From an optimization exercise on the open Yosys and OpenROAD flow, aimed at small area, a short achievable clock period and few clock cycles; shortcuts taken in it are not production practice.
In this exercise RTL edits were held to simulation tests only and were not proved equivalent to the original.
Power and IR drop assume default switching activity.

File: design/flow/config.mk
export PLATFORM = sky130hd
export DESIGN_NAME = pae_a_decoder
export DESIGN_NICKNAME = pae_a_decoder
export VERILOG_FILES = /design/flow/design.v
export SDC_FILE = /design/flow/constraint.sdc
export NUM_CORES = 4
export LEC_CHECK = 0
export CAP_MARGIN = 20
export CORE_MARGIN = 2
export CORE_UTILIZATION = 40
export CTS_BUF_LIST = sky130_fd_sc_hd__clkbuf_8
export PLACE_DENSITY = 0.6
export SETUP_SLACK_MARGIN = 4.75
export SLEW_MARGIN = 20
File: design/flow/constraint.sdc
create_clock -name core_clock -period 8.0 [get_ports {clk}]
set_input_delay 1.6000 -clock core_clock [delete_from_list [all_inputs] [get_ports {clk}]]
set_output_delay 1.6000 -clock core_clock [all_outputs]
set_load 0.01 [all_outputs]
File: design/flow/design.v
module pae_a_decoder (
    input  wire       clk,
    input  wire       rst,
    input  wire       start,
    output wire       busy,
    output wire       done,
    output reg  [3:0] err,
    output reg  [3:0] width,
    output reg        order,
    output reg  [1:0] mode,
    input  wire       in_valid,
    input  wire [7:0] in_data,
    input  wire       in_last,
    output wire       in_ready,
    output wire       out_valid,
    output wire [7:0] out_data,
    input  wire       out_ready
);
    localparam [3:0] E_NONE       = 4'd0,
                     E_INV_SIZE   = 4'd6,
                     E_NON_SQUARE = 4'd7,
                     E_RUN_OVF    = 4'd8,
                     E_DATA_OVF   = 4'd9,
                     E_TRUNC      = 4'd10;
    localparam [3:0] P_IDLE = 4'd0,
                     P_HDR  = 4'd1,    
                     P_OT   = 4'd2,    
                     P_DATA = 4'd3,    
                     P_PRE  = 4'd4,    
                     P_OFF  = 4'd5,    
                     P_CHK  = 4'd6,    
                     P_MODE = 4'd7,    
                     P_T1   = 4'd8,    
                     P_END  = 4'd9,    
                     P_FIX  = 4'd10;   
    reg        busy_r, done_r;
    reg [3:0]  ps;
    reg [9:0]  win;          
    reg [3:0]  rp;           
    reg        wlast;        
    wire        b1 = win[9];             
    wire        b0 = win[8];             
    wire        have2 = (rp >= 4'd2);
    wire        have1 = (rp != 4'd0);
    reg        in_rdy;       
    assign in_ready = in_rdy;
    wire       ld = in_rdy && in_valid;
    reg        plane;
    reg [12:0] pm;           
    reg [3:0]  k;            
    reg [12:0] rv;           
    reg        big;          
    reg        off;          
    wire [7:0]  wsq   = width * width;
    wire [12:0] npl1  = {wsq, 5'd1};
    wire        rovf  = big || (rv > pm);
    wire        rfull = (rv == pm);
    reg [12:0] rz;           
    reg [1:0]  cnt;          
    reg [7:0]  ob;           
    reg        ofull;        
    localparam QD = 4;       
    reg [2*QD-1:0] fq;       
    reg [3:0]  fc;
    wire [1:0] fq0 = fq[1:0];
    wire       can_push = !ofull || out_ready;
    wire [7:0] ob_base  = ofull ? 8'd0 : ob;
    wire [2:0] room     = 3'd4 - {1'b0, cnt};
    wire       rz_nz    = (rz[12:1] != 12'd0);
    wire       rz_hi0   = (rz[12:4] == 9'd0);
    reg        rz_lo_le, rz_lo_gt;
    always @(*) begin
        case (cnt)
        2'd0:    begin rz_lo_le = (rz[3:0] <= 4'd8); rz_lo_gt = (rz[3:0] > 4'd4); end
        2'd1:    begin rz_lo_le = (rz[3:0] <= 4'd7); rz_lo_gt = (rz[3:0] > 4'd3); end
        2'd2:    begin rz_lo_le = (rz[3:0] <= 4'd6); rz_lo_gt = (rz[3:0] > 4'd2); end
        default: begin rz_lo_le = (rz[3:0] <= 4'd5); rz_lo_gt = (rz[3:0] > 4'd1); end
        endcase
    end
    wire       rz_last  = rz_hi0 && rz_lo_le;
    wire       rz_cmpl  = !rz_hi0 || rz_lo_gt;
    wire       pop      = can_push && !rz_nz && (fc != 4'd0);
    wire       efree    = (!rz_nz && (fc == 4'd0)) ||
                          (can_push && rz_nz && rz_last && (fc == 4'd0)) ||
                          (can_push && !rz_nz && (fc == 4'd1));
    reg        push;         
    reg        hand;         
    reg [1:0]  cons;         
    always @(*) begin
        push = 1'b0;
        hand = 1'b0;
        cons = 2'd0;
        case (ps)
        P_OT, P_MODE, P_PRE, P_OFF: if (have2) cons = 2'd2;
        P_DATA: if (have2 && ({b1, b0} == 2'd0 || fc != QD)) begin
                    cons = 2'd2;
                    push = ({b1, b0} != 2'd0);
                end
        P_T1:   if (have1) cons = 2'd1;
        P_CHK:  hand = !rovf && efree;
        default: ;
        endcase
    end
    reg [2*QD-1:0] fq_n;
    wire [3:0] widx = fc - {3'd0, pop};
    integer i;
    always @(*) begin
        fq_n = pop ? {2'b00, fq[2*QD-1:2]} : fq;
        if (push)
            for (i = 0; i < QD; i = i + 1)
                if (widx == i) fq_n[2*i +: 2] = {b1, b0};
    end
    wire hdr_take = (ps == P_HDR) && (rp[3]);
    wire [9:0] wsh = (cons == 2'd2) ? {win[7:0], 2'b00} :
                     (cons == 2'd1) ? {win[8:0], 1'b0} : win;
    wire        pm_ld  = (ps == P_OT) || (ps == P_T1) || ((ps == P_MODE) && !b1);
    wire [12:0] pm_sum = pm - rv;
    wire        pm_upd = ((ps == P_DATA) && push && !off) || hand || (ps == P_FIX);
    wire [12:0] pm_n   = pm_ld ? npl1 : pm_upd ? pm_sum : pm;
    wire [3:0] rp_c = hdr_take ? rp - 4'd8 : rp - {2'd0, cons};
    always @(posedge clk) begin
        if (rst) begin
            busy_r <= 1'b0;
            done_r <= 1'b0;
            in_rdy <= 1'b0;
            ps     <= P_IDLE;
            ofull  <= 1'b0;
            err    <= E_NONE;
            rz     <= 13'd0;
            fc     <= 3'd0;
            cnt    <= 2'd0;
            ob     <= 8'd0;
        end else begin
            done_r <= 1'b0;
            if (ld) begin
                case (rp_c[1:0])
                2'd0:    win <= {in_data, 2'b00};
                2'd1:    win <= {wsh[9], in_data, 1'b0};
                default: win <= {wsh[9:8], in_data};
                endcase
                wlast <= in_last;
            end else begin
                win <= wsh;
            end
            rp <= rp_c + (ld ? 4'd8 : 4'd0);
            in_rdy <= in_rdy ? !ld : (busy_r && !wlast && (rp_c <= 4'd2));
            pm <= pm_n;
            case (ps)
            P_HDR: if (hdr_take) begin
                width <= win[9:6];
                if (win[9:6] != win[5:2]) begin
                    err <= E_NON_SQUARE;
                    ps  <= P_END;
                end else if (win[9:6] == 4'd0) begin
                    err <= E_INV_SIZE;
                    ps  <= P_END;
                end else begin
                    ps  <= P_OT;
                end
            end
            P_OT: if (have2) begin
                order <= b1;
                plane <= 1'b0;
                off   <= 1'b0;
                rv    <= 13'd1;
                k     <= 4'd0;
                ps    <= b0 ? P_DATA : P_PRE;
            end else if (wlast) begin
                err <= E_TRUNC;
                ps  <= P_END;
            end
            P_DATA: if (have2) begin
                if ({b1, b0} == 2'd0) begin
                    k   <= 4'd0;
                    rv  <= 13'h1fff;
                    ps  <= off ? P_FIX : P_PRE;
                end else if (push) begin
                    off <= 1'b0;
                    if (off ? (pm == 13'd1) : (pm == 13'd2))
                        ps <= plane ? P_END : P_MODE;
                end
            end else if (wlast) begin
                err <= E_TRUNC;
                ps  <= P_END;
            end
            P_PRE: if (have2) begin
                big <= (k >= 4'd6);
                if (b1 && b0) begin
                    if (k == 4'd7) begin
                        err <= E_RUN_OVF;
                        ps  <= P_END;
                    end else begin
                        k <= k + 4'd1;
                    end
                end else if (b1) begin
                    rv <= 13'd1;
                    k  <= k + 4'd1;
                    ps <= P_OFF;
                end else begin
                    rv <= {11'd1, b0};
                    ps <= (k == 4'd0) ? P_CHK : P_OFF;
                end
            end else if (wlast) begin
                err <= E_TRUNC;
                ps  <= P_END;
            end
            P_OFF: if (have2) begin
                rv <= {rv[10:0], b1, b0};
                k  <= k - 4'd1;
                if (k == 4'd1)
                    ps <= P_CHK;
            end else if (wlast) begin
                err <= E_TRUNC;
                ps  <= P_END;
            end
            P_CHK: begin
                if (rovf) begin
                    err <= E_DATA_OVF;
                    ps  <= P_END;
                end else if (hand) begin
                    off <= 1'b1;
                    rv  <= 13'd1;
                    if (rfull)
                        ps <= plane ? P_END : P_MODE;
                    else
                        ps <= P_DATA;
                end
            end
            P_MODE: if (have2) begin
                if (b1) begin
                    mode <= {1'b0, b0} + 2'd1;
                    ps   <= P_T1;
                end else begin
                    mode  <= 2'd0;
                    plane <= 1'b1;
                    off   <= 1'b0;
                    rv    <= 13'd1;
                    k     <= 4'd0;
                    ps    <= b0 ? P_DATA : P_PRE;
                end
            end else if (wlast) begin
                err <= E_TRUNC;
                ps  <= P_END;
            end
            P_T1: if (have1) begin
                plane <= 1'b1;
                off   <= 1'b0;
                rv    <= 13'd1;
                k     <= 4'd0;
                ps    <= b1 ? P_DATA : P_PRE;
            end else if (wlast) begin
                err <= E_TRUNC;
                ps  <= P_END;
            end
            P_FIX: begin
                off <= 1'b0;
                ps  <= P_PRE;
            end
            P_END: begin
                if (!rz_nz && fc == 4'd0 && can_push && busy_r && !done_r) begin
                    done_r <= 1'b1;
                    busy_r <= 1'b0;
                    in_rdy <= 1'b0;
                    ps     <= P_IDLE;
                end
            end
            default: ;
            endcase
            if (can_push) begin
                if (rz_nz) begin
                    if (rz_last) begin
                        rz  <= 13'd0;
                        cnt <= cnt + rz[1:0] - 2'd1;
                    end else begin
                        rz  <= rz - {10'd0, room};
                        cnt <= 2'd0;
                    end
                    ob    <= ob_base;
                    ofull <= rz_cmpl;
                end else if (fc != 4'd0) begin
                    cnt   <= cnt + 2'd1;
                    ob    <= ob_base | ({fq0, 6'd0} >> {cnt, 1'b0});
                    ofull <= (cnt == 2'd3);
                end else begin
                    ob    <= ob_base;
                    ofull <= 1'b0;
                end
            end
            fq <= fq_n;
            fc <= fc + {3'd0, push} - {3'd0, pop};
            if (hand)
                rz <= rv;
            if (start && !busy_r) begin
                busy_r <= 1'b1;
                in_rdy <= 1'b1;
                ps     <= P_HDR;
                rp     <= 4'd0;
                wlast  <= 1'b0;
                rz     <= 13'd0;
                fc     <= 3'd0;
                cnt    <= 2'd0;
                ob     <= 8'd0;
                err    <= E_NONE;
                mode   <= 2'd0;
            end
        end
    end
    assign busy      = busy_r;
    assign done      = done_r;
    assign out_valid = ofull;
    assign out_data  = ob;
endmodule
File: design/flow/flow/run.sh
#!/bin/bash
# Layout flow: the standard synthesis (the standard.sh synth), then the
# combinational gates between the flip-flops re-mapped for area by ABC
# (flow/resyn.ys; the flip-flops are untouched), then the rest of the
# standard ORFS flow (standard.sh) on that netlist, with the port buffers
# made of sky130_fd_sc_hd__buf_1 instead of the default cell. Each tool's
# output goes to its own log here: synth.log, resyn.log, layout.log (and
# ORFS's step logs under orfs/logs).
set -euo pipefail
WORK=$(pwd)
export BUFFER_PORTS_ARGS="-buffer_cell sky130_fd_sc_hd__buf_1"
R=$WORK/orfs/results/${FLOW_PLATFORM}/pae_a_decoder/base
LIB=$FLOW_HOME/platforms/${FLOW_PLATFORM}/lib/sky130_fd_sc_hd__tt_025C_1v80.lib

bash standard.sh synth > synth.log 2>&1

cp "$R/1_2_yosys.v" "$WORK/std_netlist.v"
sed -e "s#{LIB}#$LIB#g" -e "s#{STD}#$WORK/std_netlist.v#g" -e "s#{TOP}#$FLOW_TOP#g" \
    -e "s#{ABC}#$WORK/flow/resyn.abc#g" -e "s#{STAT}#$WORK/resyn_stat.txt#g" \
    -e "s#{OUT}#$WORK/resyn_netlist.v#g" flow/resyn.ys > resyn_run.ys
YOSYS=$(command -v yosys || echo "$FLOW_HOME/../tools/install/yosys/bin/yosys")
"$YOSYS" -s resyn_run.ys > resyn.log 2>&1

# same flip-flops, by instance name, as the standard synthesis
ffs() { grep -oE 'sky130_fd_sc_hd__(e?dfxtp|dfrtp|dfstp|sdfxtp)_[0-9]+ +[^ ]+' "$1" | sort; }
if ! cmp -s <(ffs "$WORK/std_netlist.v") <(ffs "$WORK/resyn_netlist.v"); then
    echo "resynthesis changed the flip-flops; keeping the standard netlist" >> resyn.log
else
    cp "$WORK/resyn_netlist.v" "$R/1_2_yosys.v"
    rm -f "$R/1_synth.odb" "$R/1_synth.sdc"
fi

bash standard.sh > layout.log 2>&1
File: design/flow/flow/resyn.abc
strash
&get -n
&deepsyn -T 30
&st
&dch
&nf
&st
&syn2
&if -g -K 6
&synch2
&nf
&put
topo
File: design/flow/flow/resyn.ys
# Re-map the combinational logic of the standard synthesis for area. The
# flip-flops are kept as they are (same instances, names and cell types);
# only the gates between them are rebuilt by ABC.
read_liberty -ignore_miss_func {LIB}
read_verilog {STD}
hierarchy -top {TOP}
setattr -mod -set keep_hierarchy 1 sky130_fd_sc_hd__dfxtp_1 sky130_fd_sc_hd__edfxtp_1 sky130_fd_sc_hd__dfrtp_1 sky130_fd_sc_hd__dfstp_1 sky130_fd_sc_hd__dfbbp_1 sky130_fd_sc_hd__sdfxtp_1 sky130_fd_sc_hd__dlxtp_1
flatten
select {TOP}
opt -purge
abc -liberty {LIB} -dont_use *lpflow* -dont_use *probe* -script {ABC}
opt_clean -purge
hilomap -singleton -hicell sky130_fd_sc_hd__conb_1 HI -locell sky130_fd_sc_hd__conb_1 LO
splitnets
opt_clean -purge
tee -o {STAT} stat -liberty {LIB}
write_verilog -noattr -noexpr -nohex -nodec -selected {OUT}
File: design/flow/standard.sh
#!/bin/bash
# synth_recipe.tcl (not shown) runs the flow's synth.tcl, then flattens the netlist and writes it again
# the make line also repeats each setting of config.mk as NAME=value (left out here)
make -C /OpenROAD-flow-scripts/flow DESIGN_CONFIG=/design/flow/config.mk WORK_HOME=/design/flow/orfs CLKGATE_MAP_FILE= SYNTH_SCRIPT=/design/flow/synth_recipe.tcl "${@:-finish}"
==> impl_metrics.json <==
{
  "fin_worst_skew_ns": 0.009869,
  "preCtsSetupSlack_ns": 3.456,
  "clockBufferDepth": 2,
  "outcome": "complete, no violations",
  "leakagePower_uw": 0.002451,
  "floorplan.die.height_um": 124.0,
  "finalCriticalPeriod_ns": 3.263,
  "yosysWarnings": 1,
  "vdd_ir_drop_max_v": 0.0001070,
  "gp_routability_congestion": 0.9441,
  "die_area_mm2": 0.01539,
  "number_of_antenna_violations_at_the_first_check_in_global_routing": 0,
  "routedWlPerCell_um": 18.19,
  "num_antenna_cells": 0,
  "synthesis.nets": 643,
  "synthesis.area_mm2": 0.005764,
  "layout-drive-gt1-share_pct": 9.929,
  "global_route.usage.total_pct": 20.82,
  "syn_to_final_growth_pct": 16.93,
  "timing.setup.tns_ns": 0,
  "final-max-slew-violation-count": 0,
  "syn_area_per_cell_um2": 9.164,
  "drt_iter0_markers": 455,
  "timing.hold.worst.class": "reg2reg",
  "slowest_stage_cell_on_the_critical_path": "sky130_fd_sc_hd__nor3_4",
  "cts.htree.levels": 3,
  "wp_data_arrival_ns": 3.39,
  "tritoncts": "yes",
  "start_util_pct": 41.21,
  "grt_first_pass_wirelength_um": 24770,
  "rows": 43,
  "max_freq_mhz": 306.4,
  "critical_path.max_stage_delay_ns": 0.26,
  "critical_path_required_ns": 8.12,
  "route.antenna.remaining_nets": 0,
  "p_per_area_mw_per_mm2": 212.3,
  "floorplan.core_area_mm2": 0.01399,
  "worst_slew_pin_slew_ns": 1.044,
  "vias": 5256,
  "grt_max_degree": 25,
  "detailedPlacementHpwl_um": 11380,
  "io_pins": 37,
  "worstPathMaxFanout": 6,
  "drc": 0,
  "start_kind": "primary input",
  "number_of_search_and_repair_iterations_in_the_first_detailed_routing_pass": 5,
  "critPathCaptureType": "flop",
  "cts.reportedPaths.clkPinSlew_ns": 0.11,
  "drt_wl_total_um": 16100,
  "finish.net_count": 714,
  "setup_viol": 0,
  "hold_violations": 0,
  "fp.dieW_um": 124.0,
  "gr-total-overflow": 0,
  "post_synth_inst_count": 629,
  "clk_root_buffer_cell": "sky130_fd_sc_hd__clkbuf_8",
  "cts_hold_repair.buffers": 0,
  "rsz0062_at_grt": "true",
  "port_buf_inserts": 36,
  "final.period_utilization_pct": 40.79,
  "tritoncts.num_buffers": 9,
  "worstSkewPairLatency_ns": 0.39,
  "finalWorstSetupSlack_ns": 4.737,
  "cts_num_sinks": 102,
  "power.total_uw": 1431,
  "timing.max_slew.rel_slack_pct": 29.74,
  "cap_viol_max_count": 0,
  "crit_type": "in2reg",
  "cp_cell_sequence": "buf_6 -> nand2b_4 -> nand4_1 -> buf_6 -> o21ai_4 -> o211ai_1 -> buf_4 -> nor3b_4 -> nor3_4 -> nor3_4 -> clkbuf_16",
  "viasPerCell": 5.939,
  "via_count_of_the_first_global_routing_pass": 4876,
  "post-route-util_pct": 48.18
}
## worst paths after layout
kind,from,endpoint,slack (ns),cells after the start
hold reg to reg,ob[4]$_SDFFE_PP0N_,ob[4]$_SDFFE_PP0N_,0.48,1
setup / recovery,out_ready,rv[5]$_DFFE_PP_,4.74,11
hold / removal,ob[4]$_SDFFE_PP0N_,ob[4]$_SDFFE_PP0N_,0.48,1
setup reg to reg,rv[2]$_DFFE_PP_,pm[8]$_DFFE_PP_,4.87,12
## what timing repair did
item                       CTS  global route
pin swaps                    5            11
gates resized for setup     12            22
setup buffers                7            13
gates cloned                 0             1
setup endpoints to repair   65            59
## worst max-delay path, delay by kind of cell
kind	cells	cell delay [ns]
and+or+nand+nor	5	0.80
buffers and inverters	4	0.67
AOI/OAI and AO/OA	2	0.31
## per-stage QoR
step / cell area, um^2 / hold WS, ns / std cells
floorplan: 5818 / 0.4581 / 629
global placement: 6201 / 0.4499 / 848
detailed placement: 6201 / 0.4533 / 848
CTS: 6526 / 0.4788 / 871
global route: 6740 / 0.5112 / 885
finish: 6740 / 0.4767 / 885
## flip-flops by register name (all words and copies together), names as in the netlist, 2 cells and up
register and flops:
cnt 2, fq 8, rp 4, k 4
width 4, rz 13, win 10, fc 4
err 4, mode 2, rv 13, pm 13
ob 8, ps 4
## per-layer routing
layer	vias up	wire, um	GRT usage [%]
met5	-	0	0
met4	0	399	7.584
met3	30	821	4.808
met2	164	7709	34.53
met1	2552	7166	26.54
li1	2510	-	-
## layout make-up
| class | instances | area (um^2) |
|---|---|---|
| timing repair buffer | 60 | 376.6 |
| sequential | 102 | 2676 |
| clock buffer | 9 | 123.9 |
| inverter | 11 | 43.79 |
| fill | 1359 | 7248 |
| clock inverter | 7 | 81.33 |
| multi-input combinational | 516 | 3213 |
| tap | 180 | 225.2 |
## power breakdown
part	leakage, uW	total [uW]	switching, uW	internal (uW)
Clock	0.000101	348	199	149
Combinational	0.00145	417	244	173
Sequential	0.000902	666	60.5	606
Total	0.00245	1430	503	928
## cells in the final DEF, fill, tap and decap left out, types with 3 or more instances in the layout
cell	instances
sky130_fd_sc_hd__nor4_1	12
sky130_fd_sc_hd__a21o_1	15
sky130_fd_sc_hd__o31a_1	3
sky130_fd_sc_hd__nor2_4	3
sky130_fd_sc_hd__nand2_1	61
sky130_fd_sc_hd__dfxtp_1	36
sky130_fd_sc_hd__nor3_2	3
sky130_fd_sc_hd__clkinv_1	10
sky130_fd_sc_hd__xor2_1	19
sky130_fd_sc_hd__dfxtp_2	3
sky130_fd_sc_hd__nand4b_1	3
sky130_fd_sc_hd__xnor2_1	25
sky130_fd_sc_hd__a21oi_1	42
sky130_fd_sc_hd__o21a_1	4
sky130_fd_sc_hd__clkbuf_8	10
sky130_fd_sc_hd__a32o_1	8
sky130_fd_sc_hd__edfxtp_1	63
sky130_fd_sc_hd__nand3_1	27
sky130_fd_sc_hd__o22ai_1	10
sky130_fd_sc_hd__and3_1	7
sky130_fd_sc_hd__o21ai_1	3
sky130_fd_sc_hd__nor3_1	17
sky130_fd_sc_hd__a31oi_1	8
sky130_fd_sc_hd__nor2b_1	18
sky130_fd_sc_hd__nand2b_1	13
sky130_fd_sc_hd__and2_0	7
sky130_fd_sc_hd__o21ai_0	27
sky130_fd_sc_hd__nor2_1	84
sky130_fd_sc_hd__nand4_1	4
sky130_fd_sc_hd__buf_1	34
sky130_fd_sc_hd__nor3_4	3
sky130_fd_sc_hd__a222oi_1	7
sky130_fd_sc_hd__or3_1	11
sky130_fd_sc_hd__nor3b_1	3
sky130_fd_sc_hd__buf_4	19
sky130_fd_sc_hd__mux2i_1	10
sky130_fd_sc_hd__nand3b_1	7
sky130_fd_sc_hd__o211ai_1	3
Testbench counts, summed over its fixed seeds: cycles 74,266.

static timing again, ports no longer ideal:
How much do the figures lean on ideal ports? The routed layout below was timed once more, with nothing changed but the port constraints. Step 1 sets driving cells, clkbuf_16 on the clock port and buf_2 on the other inputs (assumed; they add their load-dependent delay and slew). Step 2 adds t to the input delays and takes it off the output delays; t is the mean of the earliest and latest rising clock arrival at the registers after step 1. Input paths then give back, and output paths get back, about the clock's delay inside the block. Three values: ideal, step 1, step 2; two values: the first two.
t, ns: 0.417
setup slack, ns: 4.737 / 4.730 / 4.313
pins driven straight from the clock port: 1
After both steps this run still meets setup and hold. The setup slack of this run moves by -0.007 ns with the drivers and by -0.424 ns with both steps.
